This is an optimization exercise on Yosys and OpenROAD, whose aim is a short achievable clock period and few clock cycles, not a production implementation. Only simulation tests tie the RTL to the original design; equivalence was not proved. No activity file was given, so power comes from the tool's default toggle rates.

==> flow/design.v <==
module yarisc_core (
    input  wire        clk,
    input  wire        rst,           
    output wire        mem_req,
    output wire        mem_we,
    output wire [15:0] mem_addr,
    output wire [15:0] mem_wdata,
    input  wire        mem_ready,
    input  wire [15:0] mem_rdata,     
    output wire        halted,
    output wire        panicked,
    output wire [1:0]  panic_code,    
    input  wire [3:0]  dbg_sel,
    output wire [15:0] dbg_data
);
    localparam [1:0] PH_EMPTY = 2'd0, PH_DEC = 2'd1, PH_DATA = 2'd2, PH_STOP = 2'd3;
    localparam [5:0] OP_MOV = 6'h01, OP_LDR = 6'h02, OP_STR = 6'h04,
                     OP_ADD = 6'h10, OP_ADC = 6'h11, OP_JMP = 6'h2A,
                     OP_JCC = 6'h2C, OP_NOP = 6'h3E, OP_HLT = 6'h3F;
    localparam [1:0] P_INVALID = 2'd1, P_MEMACCESS = 2'd2, P_NONZERO = 2'd3;
    reg [1:0]  ph;
    reg [15:0] regs [0:6];            
    reg [15:0] ip;                    
    reg        flag_c, flag_z;
    reg [15:0] ir;                    
    reg [15:0] imm;                   
    reg        immv;                  
    reg [15:0] pb;                    
    reg        pbv;
    reg [15:0] fa;                    
    reg        mwe;
    reg [15:0] wd;
    reg        halt_r, panic_r;
    reg [1:0]  pcode;
    function [15:0] rd_reg(input [2:0] idx);
        rd_reg = (idx == 3'd7) ? ip : regs[idx];
    endfunction
    wire [5:0] op    = ir[5:0];
    wire       sel   = ir[15];
    wire       loc   = ir[14];
    wire       as_b  = ir[13];
    wire [2:0] f_op0 = ir[8:6];
    wire [2:0] f_op1 = ir[11:9];
    wire [2:0] f_op2 = ir[14:12];
    wire [15:0] simm = {{12{ir[12]}}, ir[12:9]};
    wire is_mov = (op == OP_MOV);
    wire is_ldr = (op == OP_LDR);
    wire is_str = (op == OP_STR);
    wire is_add = (op == OP_ADD);
    wire is_adc = (op == OP_ADC);
    wire is_jmp = (op == OP_JMP);
    wire is_jcc = (op == OP_JCC);
    wire is_nop = (op == OP_NOP);
    wire is_hlt = (op == OP_HLT);
    wire two_op   = is_mov | is_ldr | is_str;
    wire three_op = is_add | is_adc;
    wire legal    = two_op | three_op | is_jmp | is_jcc | is_nop | is_hlt;
    wire two_word = ((two_op | three_op) & sel & loc) | ((is_jmp | is_jcc) & sel);
    reg [15:0] mbz;
    always @(*) begin
        mbz = 16'h0000;
        if (two_op) begin
            if (!sel)      mbz = 16'h7000;
            else if (!loc) mbz = 16'h2000;
            else           mbz = 16'h3E00;
        end else if (three_op) begin
            if (sel && loc) mbz = 16'h1000;
        end else if (is_jmp) begin
            if (sel) mbz = 16'h7FC0;
        end else if (is_jcc) begin
            mbz = sel ? 16'h3F00 : 16'h0100;
        end else if (is_nop || is_hlt) begin
            mbz = 16'hFFC0;
        end
    end
    wire bad_bits = |(ir & mbz);
    reg [15:0] opb, opc;
    always @(*) begin
        opb = 16'h0000;
        opc = 16'h0000;
        if (two_op) begin
            if (!sel)      opb = rd_reg(f_op1);
            else           opb = simm;
        end else begin
            if (!sel) begin
                opb = rd_reg(f_op1);
                opc = rd_reg(f_op2);
            end else if (!loc) begin
                if (!as_b) begin opb = simm;           opc = rd_reg(f_op0); end
                else       begin opb = rd_reg(f_op0);  opc = simm;          end
            end else begin
                if (!as_b) begin opb = imm;            opc = rd_reg(f_op1); end
                else       begin opb = rd_reg(f_op1);  opc = imm;           end
            end
        end
    end
    wire [16:0] sum = {1'b0, opb} + {1'b0, opc} + {16'h0000, is_adc & flag_c};
    wire [15:0] jmp_target  = {{6{ir[14]}}, ir[14:6], 1'b0};
    wire [15:0] jcc_target  = {{10{ir[13]}}, ir[13:9], 1'b0};
    wire [2:0]  jcc_m       = {1'b0, flag_z, flag_c} & ir[8:6];
    wire        jcc_taken   = ir[14] ? (jcc_m == 3'b000) : (jcc_m != 3'b000);
    wire [15:0] fa2 = fa + 16'd2;
    wire [15:0] ip2 = ip + 16'd2;
    wire [15:0] st_val = rd_reg(f_op0);
    wire [15:0] st_val_l = (f_op0 == 3'd7) ? fa2 : regs[f_op0];
    wire        wr_alu   = is_mov | three_op;
    wire [15:0] alu_res  = is_mov ? opb : sum[15:0];
    wire        e_jump   = (wr_alu & (f_op0 == 3'd7)) | is_jmp | (is_jcc & jcc_taken);
    wire [15:0] e_target = wr_alu ? alu_res : is_jmp ? jmp_target : jcc_target;
    assign mem_req    = ~(halt_r | panic_r);
    assign mem_we     = mwe;
    assign mem_addr   = fa;
    assign mem_wdata  = wd;
    assign halted     = halt_r;
    assign panicked   = panic_r;
    assign panic_code = pcode;
    assign dbg_data   = dbg_sel[3] ? {14'h0000, flag_z, flag_c} : rd_reg(dbg_sel[2:0]);
    task automatic wr_reg(input [2:0] idx, input [15:0] val);
        if (idx == 3'd7) ip <= val;
        else             regs[idx] <= val;
    endtask
    task automatic do_panic(input [1:0] code);
        begin
            pcode   <= code;
            panic_r <= 1'b1;
            ph      <= PH_STOP;
            mwe     <= 1'b0;
        end
    endtask
    integer i;
    always @(posedge clk) begin
        if (rst) begin
            ph      <= PH_EMPTY;
            ip      <= 16'h0000;
            flag_c  <= 1'b0;
            flag_z  <= 1'b0;
            pcode   <= 2'd0;
            ir      <= 16'h0000;
            imm     <= 16'h0000;
            immv    <= 1'b0;
            pb      <= 16'h0000;
            pbv     <= 1'b0;
            fa      <= 16'h0000;
            mwe     <= 1'b0;
            wd      <= 16'h0000;
            halt_r  <= 1'b0;
            panic_r <= 1'b0;
            for (i = 0; i < 7; i = i + 1)
                regs[i] <= 16'h0000;
        end else begin
            case (ph)
                PH_EMPTY: begin
                    if (fa[0]) begin
                        do_panic(P_MEMACCESS);
                    end else if (mem_ready) begin
                        ir   <= mem_rdata;
                        immv <= 1'b0;
                        ip   <= fa2;
                        fa   <= fa2;
                        ph   <= PH_DEC;
                    end
                end
                PH_DEC: begin
                    if (!legal) begin
                        do_panic(P_INVALID);
                    end else if (two_word && !immv) begin
                        if (mem_ready) begin
                            imm  <= mem_rdata;
                            immv <= 1'b1;
                            ip   <= fa2;
                            fa   <= fa2;
                            if (is_jmp) begin
                                ip <= mem_rdata;
                                fa <= mem_rdata;
                                ph <= PH_EMPTY;
                            end else if (is_jcc) begin
                                if (jcc_taken) begin
                                    ip <= mem_rdata;
                                    fa <= mem_rdata;
                                end
                                ph <= PH_EMPTY;
                            end else if (is_mov) begin
                                if (f_op0 == 3'd7) fa <= mem_rdata;
                                wr_reg(f_op0, mem_rdata);
                                flag_z <= (mem_rdata == 16'h0000);
                                ph <= PH_EMPTY;
                            end else if (is_ldr || is_str) begin
                                if (mem_rdata[0]) begin
                                    do_panic(P_MEMACCESS);
                                end else begin
                                    fa  <= mem_rdata;
                                    mwe <= is_str;
                                    wd  <= st_val_l;
                                    pbv <= 1'b0;
                                    ph  <= PH_DATA;
                                end
                            end
                            if (bad_bits && (is_jmp || is_jcc || is_mov)) do_panic(P_NONZERO);
                        end
                    end else if (is_ldr || is_str) begin
                        if (opb[0]) begin
                            do_panic(P_MEMACCESS);
                        end else begin
                            fa  <= opb;
                            mwe <= is_str;
                            wd  <= st_val;
                            pb  <= mem_rdata;
                            pbv <= mem_ready;
                            ph  <= PH_DATA;
                        end
                    end else begin
                        if (wr_alu) wr_reg(f_op0, alu_res);
                        if (wr_alu) flag_z <= (alu_res == 16'h0000);
                        if (three_op) flag_c <= sum[16];
                        if (bad_bits) begin
                            if (e_jump) ip <= e_target;
                            do_panic(P_NONZERO);
                        end else if (is_hlt) begin
                            halt_r <= 1'b1;
                            ph     <= PH_STOP;
                        end else if (e_jump) begin
                            ip <= e_target;
                            fa <= e_target;
                            ph <= PH_EMPTY;
                        end else if (mem_ready) begin
                            ir   <= mem_rdata;
                            immv <= 1'b0;
                            ip   <= fa2;
                            fa   <= fa2;
                        end else begin
                            ph <= PH_EMPTY;
                        end
                    end
                end
                PH_DATA: begin
                    if (mem_ready) begin
                        mwe <= 1'b0;
                        if (is_ldr) wr_reg(f_op0, mem_rdata);
                        if (bad_bits) begin
                            do_panic(P_NONZERO);
                        end else if (is_ldr && f_op0 == 3'd7) begin
                            fa <= mem_rdata;
                            ph <= PH_EMPTY;
                        end else if (pbv) begin
                            ir   <= (is_str && fa == ip) ? wd : pb;
                            immv <= 1'b0;
                            ip   <= ip2;
                            fa   <= ip2;
                            ph   <= PH_DEC;
                        end else begin
                            fa <= ip;
                            ph <= PH_EMPTY;
                        end
                        pbv <= 1'b0;
                    end
                end
                default: ;   
            endcase
        end
    end
endmodule
Settings: LEC_CHECK=0, CAP_MARGIN=20, CORE_MARGIN=2, CORE_UTILIZATION=40, PLACE_DENSITY=0.6, SLEW_MARGIN=20; clock period 8.0 ns.
run.sh (not shown) runs the stock make flow with config.mk's settings and CLKGATE_MAP_FILE= SYNTH_SCRIPT=/design/flow/synth_recipe.tcl, a recipe that flattens the netlist after the stock synthesis.
Testbench counts at the start, summed over its fixed seeds: cycles 70,465.
Change:
--- a/flow/config.mk
+++ b/flow/config.mk
@@ -11,2 +11,3 @@
 export PLACE_DENSITY = 0.6
+export SETUP_SLACK_MARGIN = 4
 export SLEW_MARGIN = 20
Die area stays the same.
Area after synthesis stays the same.
Synthesized cell count is unchanged.
Total power increases by a quarter to a third.
Non-clock buffer count increases by 132.
Worst setup slack improved by 1.8 ns.
Sequential cell count is unchanged.
Via count increases by a few percent.
Wire length increases by a few percent.

afterwards: timing with drivers on the ports:
In the flow no input, the clock included, has a driving cell. The finished layouts below were timed again as built, in two steps. Step 1: set_driving_cell puts a clkbuf_16 on clk and a buf_2 on each other input, an assumption about the parent block. Step 2, shift: input delay + t, output delay - t, t = (earliest + latest rising clock arrival at the registers) / 2. This alone moves slack from input paths to output paths. a / b / c = ideal / step 1 / step 2; a / b = the first two.
run | t (ns) | setup WS [ns] | worst setup path after step 2 | clock arrival spread, ns | worst data-port slew with drivers (ns)
the first run | 0.674 | 1.493 / 1.493 / 1.493 | register to register | 0.057 / 0.057 | 0.04
the second run | 0.637 | 3.326 / 3.326 / 3.147 | input to register | 0.021 / 0.020 | 0.10
After both steps every run listed still meets setup and hold. For the second run, which loses most, drivers alone change the setup slack by 0.000 ns; drivers and shift together by -0.179 ns.
